Source: an optimization exercise on an open RTL-to-GDS flow (aim: small area and few clock cycles). Production flows keep margins and buffers that such runs may drop.
Function not checked in this run: the RTL went through the layout flow alone.
Power is estimated from default activity; no workload was simulated.

[flow/design.v]
module mb_crc16 (
    input  wire [15:0] crc_in,
    input  wire [7:0]  data,
    output reg  [15:0] crc_out
);
    integer i;
    always @* begin
        crc_out = crc_in ^ {8'h00, data};
        for (i = 0; i < 8; i = i + 1) begin
            if (crc_out[0])
                crc_out = (crc_out >> 1) ^ 16'hA001;
            else
                crc_out = crc_out >> 1;
        end
    end
endmodule
module mb_encoder (
    input  wire        clk,
    input  wire        rst,
    input  wire        req_valid,
    output wire        req_ready,
    input  wire        req_kind,       
    input  wire [15:0] req_tid,
    input  wire [7:0]  req_unit,
    input  wire [7:0]  req_fc,
    input  wire [15:0] req_addr,
    input  wire [15:0] req_qty,
    input  wire [15:0] req_value,
    input  wire        wd_valid,
    output wire        wd_ready,
    input  wire [7:0]  wd_byte,
    output reg         tx_valid,
    input  wire        tx_ready,
    output reg  [7:0]  tx_byte,
    output reg         tx_last,
    output reg         tx_err
);
    localparam S_IDLE   = 3'd0;
    localparam S_REJ    = 3'd1;
    localparam S_HDR    = 3'd2;
    localparam S_DATA   = 3'd3;
    localparam S_CRC_LO = 3'd4;
    localparam S_CRC_HI = 3'd5;
    reg  [2:0]  state;
    reg         kind;
    reg  [15:0] tid;
    reg  [7:0]  unit;
    reg  [7:0]  fc;
    reg  [15:0] addr;
    reg  [15:0] qty;
    reg  [15:0] value;
    reg  [3:0]  idx;       
    reg  [7:0]  dleft;     
    reg  [15:0] crc;
    wire [16:0] req_end  = {1'b0, req_addr} + {1'b0, req_qty};
    wire        range_ok = (req_end <= 17'h10000);
    wire        qty_coil = (req_qty >= 16'd1) && (req_qty <= 16'd2000);
    wire        qty_reg  = (req_qty >= 16'd1) && (req_qty <= 16'd125);
    reg         req_ok;
    always @* begin
        case (req_fc)
            8'h01, 8'h0F: req_ok = qty_coil && range_ok;
            8'h03, 8'h10: req_ok = qty_reg && range_ok;
            8'h06:        req_ok = (req_qty == 16'd1);
            default:      req_ok = 1'b0;
        endcase
    end
    wire        multi    = (fc == 8'h0F) || (fc == 8'h10);
    wire [15:0] word2    = (fc == 8'h06) ? value : qty;
    wire [15:0] qty_p7   = qty + 16'd7;
    wire [7:0]  bc       = (fc == 8'h10) ? {qty[6:0], 1'b0} : qty_p7[10:3];
    wire [15:0] mbap_len = multi ? (16'd7 + {8'h00, bc}) : 16'd6;
    wire [3:0]  hdr_end  = multi ? 4'd12 : 4'd11;
    reg [7:0] hdr_byte;
    always @* begin
        case (idx)
            4'd0:    hdr_byte = tid[15:8];
            4'd1:    hdr_byte = tid[7:0];
            4'd2:    hdr_byte = 8'h00;
            4'd3:    hdr_byte = 8'h00;
            4'd4:    hdr_byte = mbap_len[15:8];
            4'd5:    hdr_byte = mbap_len[7:0];
            4'd6:    hdr_byte = unit;
            4'd7:    hdr_byte = fc;
            4'd8:    hdr_byte = addr[15:8];
            4'd9:    hdr_byte = addr[7:0];
            4'd10:   hdr_byte = word2[15:8];
            4'd11:   hdr_byte = word2[7:0];
            4'd12:   hdr_byte = bc;
            default: hdr_byte = 8'h00;
        endcase
    end
    wire       last_data = (dleft == 8'd1);
    wire [7:0] coil_mask = (fc == 8'h0F && last_data && qty[2:0] != 3'd0)
                           ? (8'hFF >> (4'd8 - {1'b0, qty[2:0]})) : 8'hFF;
    always @* begin
        tx_valid = 1'b0;
        tx_byte  = 8'h00;
        tx_last  = 1'b0;
        tx_err   = 1'b0;
        case (state)
            S_REJ: begin
                tx_valid = 1'b1;
                tx_last  = 1'b1;
                tx_err   = 1'b1;
            end
            S_HDR: begin
                tx_valid = 1'b1;
                tx_byte  = hdr_byte;
                tx_last  = kind && !multi && (idx == hdr_end);
            end
            S_DATA: begin
                tx_valid = wd_valid;
                tx_byte  = wd_byte & coil_mask;
                tx_last  = kind && last_data;
            end
            S_CRC_LO: begin
                tx_valid = 1'b1;
                tx_byte  = crc[7:0];
            end
            S_CRC_HI: begin
                tx_valid = 1'b1;
                tx_byte  = crc[15:8];
                tx_last  = 1'b1;
            end
            default: ;
        endcase
    end
    assign req_ready = (state == S_IDLE);
    assign wd_ready  = (state == S_DATA) && tx_ready;
    wire        tx_fire = tx_valid && tx_ready;
    wire [15:0] crc_next;
    mb_crc16 u_crc (.crc_in(crc), .data(tx_byte), .crc_out(crc_next));
    always @(posedge clk) begin
        if (rst) begin
            state <= S_IDLE;
            kind  <= 1'b0;
            tid   <= 16'h0000;
            unit  <= 8'h00;
            fc    <= 8'h00;
            addr  <= 16'h0000;
            qty   <= 16'h0000;
            value <= 16'h0000;
            idx   <= 4'd0;
            dleft <= 8'd0;
            crc   <= 16'hFFFF;
        end else begin
            case (state)
                S_IDLE: begin
                    if (req_valid) begin
                        kind  <= req_kind;
                        tid   <= req_tid;
                        unit  <= req_unit;
                        fc    <= req_fc;
                        addr  <= req_addr;
                        qty   <= req_qty;
                        value <= req_value;
                        idx   <= req_kind ? 4'd0 : 4'd6;
                        crc   <= 16'hFFFF;
                        state <= req_ok ? S_HDR : S_REJ;
                    end
                end
                S_REJ: begin
                    if (tx_ready)
                        state <= S_IDLE;
                end
                S_HDR: begin
                    if (tx_ready) begin
                        crc <= crc_next;
                        idx <= idx + 4'd1;
                        if (idx == hdr_end) begin
                            if (multi) begin
                                dleft <= bc;
                                state <= S_DATA;
                            end else if (kind) begin
                                state <= S_IDLE;
                            end else begin
                                state <= S_CRC_LO;
                            end
                        end
                    end
                end
                S_DATA: begin
                    if (tx_fire) begin
                        crc   <= crc_next;
                        dleft <= dleft - 8'd1;
                        if (last_data)
                            state <= kind ? S_IDLE : S_CRC_LO;
                    end
                end
                S_CRC_LO: begin
                    if (tx_ready)
                        state <= S_CRC_HI;
                end
                S_CRC_HI: begin
                    if (tx_ready)
                        state <= S_IDLE;
                end
                default: state <= S_IDLE;
            endcase
        end
    end
endmodule
module mb_decoder (
    input  wire        clk,
    input  wire        rst,
    input  wire        rx_valid,
    output wire        rx_ready,
    input  wire [7:0]  rx_byte,
    input  wire        rx_last,
    input  wire        rx_kind,       
    output reg         pd_valid,
    input  wire        pd_ready,
    output reg  [7:0]  pd_byte,
    output reg         dec_valid,
    input  wire        dec_ready,
    output reg  [1:0]  dec_status,    
    output reg  [15:0] dec_tid,
    output reg  [7:0]  dec_unit,
    output reg  [2:0]  dec_class,     
    output reg  [7:0]  dec_fc,
    output reg  [15:0] dec_a,
    output reg  [15:0] dec_b
);
    localparam ST_OK    = 2'd0;
    localparam ST_TRUNC = 2'd1;
    localparam ST_CRC   = 2'd2;
    localparam ST_MALF  = 2'd3;
    localparam C_INVALID = 3'd0;
    localparam C_EXC     = 3'd1;
    localparam C_REGS    = 3'd2;
    localparam C_COILS   = 3'd3;
    localparam C_WR      = 3'd4;
    reg  [10:0] cnt;           
    reg         kind;
    reg  [7:0]  hdr [0:11];    
    reg  [7:0]  prev1;         
    reg  [7:0]  prev2;         
    reg  [15:0] crc;           
    assign rx_ready = !dec_valid && (!pd_valid || pd_ready);
    wire rx_fire  = rx_valid && rx_ready;
    wire kind_cur = (cnt == 11'd0) ? rx_kind : kind;
    wire [15:0] crc_upd;
    mb_crc16 u_crc (.crc_in(crc), .data(prev2), .crc_out(crc_upd));
    wire [15:0] crc_next = (cnt < 11'd2) ? 16'hFFFF : crc_upd;
    reg [7:0] s [0:11];
    integer k;
    always @* begin
        for (k = 0; k < 12; k = k + 1)
            s[k] = (cnt == k) ? rx_byte : hdr[k];
    end
    wire [11:0] n      = {1'b0, cnt} + 12'd1;
    wire [15:0] pid    = {s[2], s[3]};
    wire [15:0] mlen   = {s[4], s[5]};
    wire [16:0] tcp_n  = {1'b0, mlen} + 17'd6;
    reg  [1:0]  f_status;
    reg  [10:0] npdu;
    reg  [7:0]  p0, p1, p2, p3, p4;
    always @* begin
        if (kind_cur) begin
            p0 = s[7]; p1 = s[8]; p2 = s[9]; p3 = s[10]; p4 = s[11];
            npdu = mlen[10:0] - 11'd1;
            if (n < 12'd6)
                f_status = ST_TRUNC;
            else if (pid != 16'h0000 || mlen < 16'd2)
                f_status = ST_MALF;
            else if ({5'd0, n} < tcp_n)
                f_status = ST_TRUNC;
            else if ({5'd0, n} > tcp_n)
                f_status = ST_MALF;
            else
                f_status = ST_OK;
        end else begin
            p0 = s[1]; p1 = s[2]; p2 = s[3]; p3 = s[4]; p4 = s[5];
            npdu = n[10:0] - 11'd3;
            if (n < 12'd4)
                f_status = ST_TRUNC;
            else if (crc_next != {rx_byte, prev1})
                f_status = ST_CRC;
            else
                f_status = ST_OK;
        end
    end
    reg [2:0]  p_class;
    reg [15:0] p_a, p_b;
    always @* begin
        p_class = C_INVALID;
        p_a     = 16'h0000;
        p_b     = 16'h0000;
        if (p0[7]) begin
            if (npdu == 11'd2) begin
                p_class = C_EXC;
                p_a     = {8'h00, p1};
            end
        end else begin
            case (p0)
                8'h01: begin
                    if (npdu >= 11'd2 && npdu == {3'd0, p1} + 11'd2) begin
                        p_class = C_COILS;
                        p_a     = {8'h00, p1};
                    end
                end
                8'h03: begin
                    if (npdu >= 11'd2 && npdu == {3'd0, p1} + 11'd2 && !p1[0]) begin
                        p_class = C_REGS;
                        p_a     = {8'h00, p1};
                    end
                end
                8'h06, 8'h0F, 8'h10: begin
                    if (npdu == 11'd5) begin
                        p_class = C_WR;
                        p_a     = {p1, p2};
                        p_b     = {p3, p4};
                    end
                end
                default: ;
            endcase
        end
    end
    wire       pd_emit = kind_cur ? (cnt >= 11'd7) : (cnt >= 11'd3);
    wire [7:0] pd_val  = kind_cur ? rx_byte : prev2;
    always @(posedge clk) begin
        if (rst) begin
            cnt        <= 11'd0;
            kind       <= 1'b0;
            prev1      <= 8'h00;
            prev2      <= 8'h00;
            crc        <= 16'hFFFF;
            pd_valid   <= 1'b0;
            pd_byte    <= 8'h00;
            dec_valid  <= 1'b0;
            dec_status <= 2'd0;
            dec_tid    <= 16'h0000;
            dec_unit   <= 8'h00;
            dec_class  <= 3'd0;
            dec_fc     <= 8'h00;
            dec_a      <= 16'h0000;
            dec_b      <= 16'h0000;
        end else begin
            if (pd_valid && pd_ready)
                pd_valid <= 1'b0;
            if (dec_valid && dec_ready)
                dec_valid <= 1'b0;
            if (rx_fire) begin
                kind  <= kind_cur;
                prev1 <= rx_byte;
                prev2 <= prev1;
                crc   <= crc_next;
                if (cnt < 11'd12)
                    hdr[cnt[3:0]] <= rx_byte;
                if (pd_emit) begin
                    pd_valid <= 1'b1;
                    pd_byte  <= pd_val;
                end
                if (rx_last) begin
                    cnt        <= 11'd0;
                    dec_valid  <= 1'b1;
                    dec_status <= f_status;
                    dec_tid    <= kind_cur ? {s[0], s[1]} : 16'h0000;
                    dec_unit   <= kind_cur ? s[6] : s[0];
                    dec_class  <= p_class;
                    dec_fc     <= p0;
                    dec_a      <= p_a;
                    dec_b      <= p_b;
                end else if (cnt != 11'h7FF) begin
                    cnt <= cnt + 11'd1;
                end
            end
        end
    end
endmodule
module mbcodec (
    input  wire        clk,
    input  wire        rst,
    input  wire        req_valid,
    output wire        req_ready,
    input  wire        req_kind,
    input  wire [15:0] req_tid,
    input  wire [7:0]  req_unit,
    input  wire [7:0]  req_fc,
    input  wire [15:0] req_addr,
    input  wire [15:0] req_qty,
    input  wire [15:0] req_value,
    input  wire        wd_valid,
    output wire        wd_ready,
    input  wire [7:0]  wd_byte,
    output wire        tx_valid,
    input  wire        tx_ready,
    output wire [7:0]  tx_byte,
    output wire        tx_last,
    output wire        tx_err,
    input  wire        rx_valid,
    output wire        rx_ready,
    input  wire [7:0]  rx_byte,
    input  wire        rx_last,
    input  wire        rx_kind,
    output wire        pd_valid,
    input  wire        pd_ready,
    output wire [7:0]  pd_byte,
    output wire        dec_valid,
    input  wire        dec_ready,
    output wire [1:0]  dec_status,
    output wire [15:0] dec_tid,
    output wire [7:0]  dec_unit,
    output wire [2:0]  dec_class,
    output wire [7:0]  dec_fc,
    output wire [15:0] dec_a,
    output wire [15:0] dec_b
);
    mb_encoder u_enc (
        .clk(clk), .rst(rst),
        .req_valid(req_valid), .req_ready(req_ready), .req_kind(req_kind),
        .req_tid(req_tid), .req_unit(req_unit), .req_fc(req_fc),
        .req_addr(req_addr), .req_qty(req_qty), .req_value(req_value),
        .wd_valid(wd_valid), .wd_ready(wd_ready), .wd_byte(wd_byte),
        .tx_valid(tx_valid), .tx_ready(tx_ready), .tx_byte(tx_byte),
        .tx_last(tx_last), .tx_err(tx_err)
    );
    mb_decoder u_dec (
        .clk(clk), .rst(rst),
        .rx_valid(rx_valid), .rx_ready(rx_ready), .rx_byte(rx_byte),
        .rx_last(rx_last), .rx_kind(rx_kind),
        .pd_valid(pd_valid), .pd_ready(pd_ready), .pd_byte(pd_byte),
        .dec_valid(dec_valid), .dec_ready(dec_ready), .dec_status(dec_status),
        .dec_tid(dec_tid), .dec_unit(dec_unit), .dec_class(dec_class),
        .dec_fc(dec_fc), .dec_a(dec_a), .dec_b(dec_b)
    );
endmodule
[flow/run.sh]
#!/bin/bash
# synth_recipe.tcl (not shown) runs the flow's synth.tcl, then flattens the netlist and writes it again
# the make line also repeats each setting of config.mk as NAME=value (left out here)
make -C /OpenROAD-flow-scripts/flow DESIGN_CONFIG=/design/flow/config.mk WORK_HOME=/design/flow/orfs CLKGATE_MAP_FILE= SYNTH_SCRIPT=/design/flow/synth_recipe.tcl finish
[flow/config.mk]
export PLATFORM = sky130hd
export DESIGN_NAME = mbcodec
export DESIGN_NICKNAME = mbcodec
export VERILOG_FILES = /design/flow/design.v
export SDC_FILE = /design/flow/constraint.sdc
export NUM_CORES = 4
export LEC_CHECK = 0
export CAP_MARGIN = 20
export CORE_MARGIN = 2
export CORE_UTILIZATION = 40
export PLACE_DENSITY = 0.6
export SLEW_MARGIN = 20
[flow/constraint.sdc]
create_clock -name core_clock -period 10.0 [get_ports {clk}]
set_input_delay 2.0000 -clock core_clock [delete_from_list [all_inputs] [get_ports {clk}]]
set_output_delay 2.0000 -clock core_clock [all_outputs]
set_load 0.01 [all_outputs]
==> results.sh <==
export IMPL_result_of_the_run="complete, no violations"
export IMPL_grt_pass1_wl_um=96810
export IMPL_hold_viol=0
export IMPL_area_fraction_in_and_or_nand_and_nor_cells_after_synthesis=0.2165
export IMPL_synth_top_area_share=0.2524
export IMPL_synth_avg_cell_area_um2=8.527
export IMPL_die_height_um=219.9
export IMPL_fillerInstances=4463
export IMPL_worstSetupEndpointType="output pin"
export IMPL_max_clock_freq_ghz=0.1562
export IMPL_r2r_slack_ps=4020
export IMPL_post_cts_repair_setup_buffers=0
export IMPL_drt_vias_per_instance=5.852
export IMPL_n_antenna_cell=0
export IMPL_synth_top_family_by_area="simple AND/OR/NAND/NOR gates"
export IMPL_largest_register_ffs=96
export IMPL_yosys_mux_area_fraction=0.05135
export IMPL_reg2reg_depth=14
export IMPL_synth_edff_count=96
export IMPL_synth_main_ff_cell="dfxtp_1"
export IMPL_route_antenna_remaining_nets=0
export IMPL_worst_path_arrival_time_ps=4400
export IMPL_critPathSlowestCell="or4b_1"
export IMPL_die_width_um=219.9
export IMPL_tritoncts="built"
export IMPL_drive_gt1_frac=0.06512
export IMPL_gpl_final_weighted_congestion=0.9434
export IMPL_proportion_of_synthesized_flip_flops_having_asynchronous_set_or_reset=0
export IMPL_layout_cells_most_common="nand2_1"
export IMPL_initialDrtViolationCount=1786
export IMPL_max_stage_delay_ps=550
export IMPL_stdcell_count=2941
export IMPL_finalWirelength_um=63520
export IMPL_crit_path_start_kind="flop"
export IMPL_fin_nets=2464
export IMPL_core_region_area_um2=46260
export IMPL_final_setup_violation_count=0
export IMPL_critical_path_class="flop to output pin"
export IMPL_clk_root_buffer_cell="clkbuf_16"
export IMPL_drc_errors=0
export IMPL_mostFrequentLayoutCells="nand2_1 (393), dfxtp_1 (235), clkdlybuf4s50_1 (198)"
export IMPL_worstPathMaxFanout=13
export IMPL_synth_area_top_cells="dfxtp_1 (25%), edfxtp_1 (15%), nand2_1 (7.9%)"
export IMPL_dieArea_um2=48340
export IMPL_row_count=79
export IMPL_tritoncts_num_buffers=38
export IMPL_time_the_final_worst_path_needs_with_i_o_delays_and_setup_ps=6401
export IMPL_type_of_the_most_critical_hold_path="flop to flop"
export IMPL_synthesis_instances=2186
export IMPL_critical_path_most_common_cell="nand2_1"
export IMPL_synth_compound_area_share=0.2016
export IMPL_firstDrtPassIters=6
export IMPL_clk_path_buf_depth=3
export IMPL_min_delay_start="u_enc.tid[13]"
export IMPL_yosysUniqueCellTypes=105
export IMPL_worstHoldEndpoint="u_enc.tid[13]"
export IMPL_critical_path_startpoint="u_enc.fc[4]"
export IMPL_clk_transition_reported_paths_ps=60
export IMPL_timing_setup_tns_ps=0
export IMPL_critPathRequiredTime_ps=8000
export IMPL_rr_startpoint="u_dec.cnt[2]"
export IMPL_grt_setup_unrepaired="false"
export IMPL_critPathTopFamily="compound AO/OA/AOI/OAI gates"
export IMPL_path_buf_inv=1
export IMPL_finalMaxSlewViolations=0
export IMPL_timing_rr_end="u_dec.dec_b[2]"
export IMPL_power_density_nw_per_um2=156.8
export IMPL_post_layout_total_power_uw=3507
export IMPL_layout_area_overhead_vs_synth_pct=20.01
export IMPL_ys_warn_count=4
export IMPL_numPlacedInstances=2871
export IMPL_starting_density_of_the_core=0.4030
export IMPL_clock_sinks=331
export IMPL_min_delay_path_depth=2
export IMPL_route_detailed_wl_per_inst_um=21.60
export IMPL_yosysTopAreaCell="dfxtp_1"
export IMPL_synth_adder_area_share=0.03598
export IMPL_cts_resized=0
export IMPL_clkLatencyLatePin_ps=570
export IMPL_grt_remaining_overflow=0
export IMPL_cp_cell_sequence="or4b_1 -> or2_1 -> o21ai_0 -> ha_1 -> nor2_1 -> a22o_1 -> nand2_1 -> o22ai_1 -> a211o_1 -> a21oi_1 -> nand2_1 -> clkdlybuf4s50_1"
export IMPL_numPortBuffers=199
export IMPL_synth_nets=2346
export IMPL_postSynthRegisterBits=331
export IMPL_largest_net_degree_at_the_start_of_global_routing=98
export IMPL_grt_antenna_before_repair=0
export IMPL_max_slew_margin=0.2783
export IMPL_vias=17210
export IMPL_maxCapViolations=0
export IMPL_sequential_share_of_the_synthesized_area=0.4070
export IMPL_min_period_over_period=0.6401
export IMPL_worst_slew_pin_slew_ps=1083
export IMPL_clock_skew_ps=30.07
export IMPL_cellLeakagePower_uw=0.008268
export IMPL_synth_xor_area_share=0.04564
export IMPL_place_hpwl_um=45220
export IMPL_power_ir_vdd_worst_v=0.0001533
export IMPL_synth_area_um2=18640
export IMPL_grt_pass1_vias=16510
export IMPL_cts_htree_levels=2
export IMPL_ports=200
export IMPL_grt_util_all_layers=0.2573
export IMPL_hold_buffers=0
[routing by layer]
layer  GRT usage  part of all wire
met5           0                 0
met4     0.08501             0.030
met3     0.03741             0.059
met2      0.4218              0.46
met1      0.3476              0.45
[tightest hold or removal path, stage by stage (launching register included)]
cell and delay, ps:
dfxtp_1 310, nand2_1 50, a21oi_1 50
[through the flow]
| step | worst slack (ps) | utilization | hold WS [ps] | cell area (um2) |
|---|---|---|---|---|
| finish | 3599 | 0.4836 | 456.7 | 22370 |
| global route | 3401 | 0.4836 | 470.1 | 22370 |
| CTS | 3573 | 0.4835 | 454.8 | 22370 |
| global placement | 3542 | 0.4536 | 440.1 | 20980 |
| floorplan | 5045 | - | 432.9 | 18640 |
| detailed placement | 3454 | 0.4542 | 441.2 | 21010 |
[worst max path at each step]
stage / endpoint / slack (ps) / cells past startpoint
floorplan: u_dec.dec_status[1] / 5040 / 15
finish: tx_byte[2] / 3600 / 12
CTS: tx_byte[2] / 3570 / 12
global route: tx_byte[2] / 3400 / 12
global placement: u_enc.state[1] / 3540 / 17
detailed placement: u_enc.state[1] / 3450 / 17
[power breakdown]
| part | leakage (uW) | internal, uW | switching, uW |
|---|---|---|---|
| sequential | 0.00278 | 1420 | 45.1 |
| clock | 0.000654 | 909 | 588 |
| combinational | 0.00483 | 209 | 331 |
| total | 0.00827 | 2540 | 965 |
[final cells by class]
class | instances | area (um2) | area share
sequential | 331 | 7587 | 0.3392
tap | 607 | 759.5 | 0.03395
timing repair buffer | 225 | 2205 | 0.09855
multi-input combinational | 1665 | 10300 | 0.4605
inverter | 43 | 161.4 | 0.007215
clock buffer | 52 | 1105 | 0.04939
clock inverter | 18 | 250.2 | 0.01119
[Yosys cell counts (25+ instances only)]
| master | count |
|---|---|
| clkbuf_1 | 118 |
| nor4_1 | 27 |
| inv_1 | 42 |
| o21ai_0 | 103 |
| nand2_1 | 394 |
| edfxtp_1 | 96 |
| xor2_1 | 38 |
| nor3_1 | 54 |
| dfxtp_1 | 235 |
| xnor2_1 | 54 |
| o22ai_1 | 25 |
| nand3_1 | 58 |
| nor2_1 | 165 |
| a21oi_1 | 181 |
| ha_1 | 52 |
| mux2i_1 | 72 |
| nor2b_1 | 26 |
| or3_1 | 25 |
| a22oi_1 | 30 |
[cell families (layout without fill, tap and decap cells)]
logic type	count (synthesis)	in the layout
AOI/OAI and AO/OA	563	563
xor gates and xnor gates	94	94
adders and majority gates	53	53
buffers and inverters	190	338
DFF	331	331
muxes	91	91
and+or+nand+nor	864	864

==> static timing again, ports no longer ideal <==
How much do the figures lean on ideal ports? The routed layout below was timed once more, with nothing changed but the port constraints. Step 1 assumes that a clkbuf_16 drives the clock port and a buf_2 every other input. Step 2 adds t to the input delays and takes it off the output delays; t is the mean of the earliest and latest rising clock arrival at the registers after step 1. Input paths then give back, and output paths get back, about the clock's delay inside the block. Three values: no drivers, after step 1, after step 2; two values: the first two.
t, ns: 0.609
slack for setup (ns): 3.599 / 3.544 / 3.372
clock arrival spread, ns: 0.030 / 0.030
slew at the worst register clock pin (ns): 0.07 / 0.07
cell pins on the clock port's net: 1
After both steps this run still meets setup and hold. For this run, drivers alone change the setup slack by -0.055 ns; drivers and shift together by -0.227 ns.
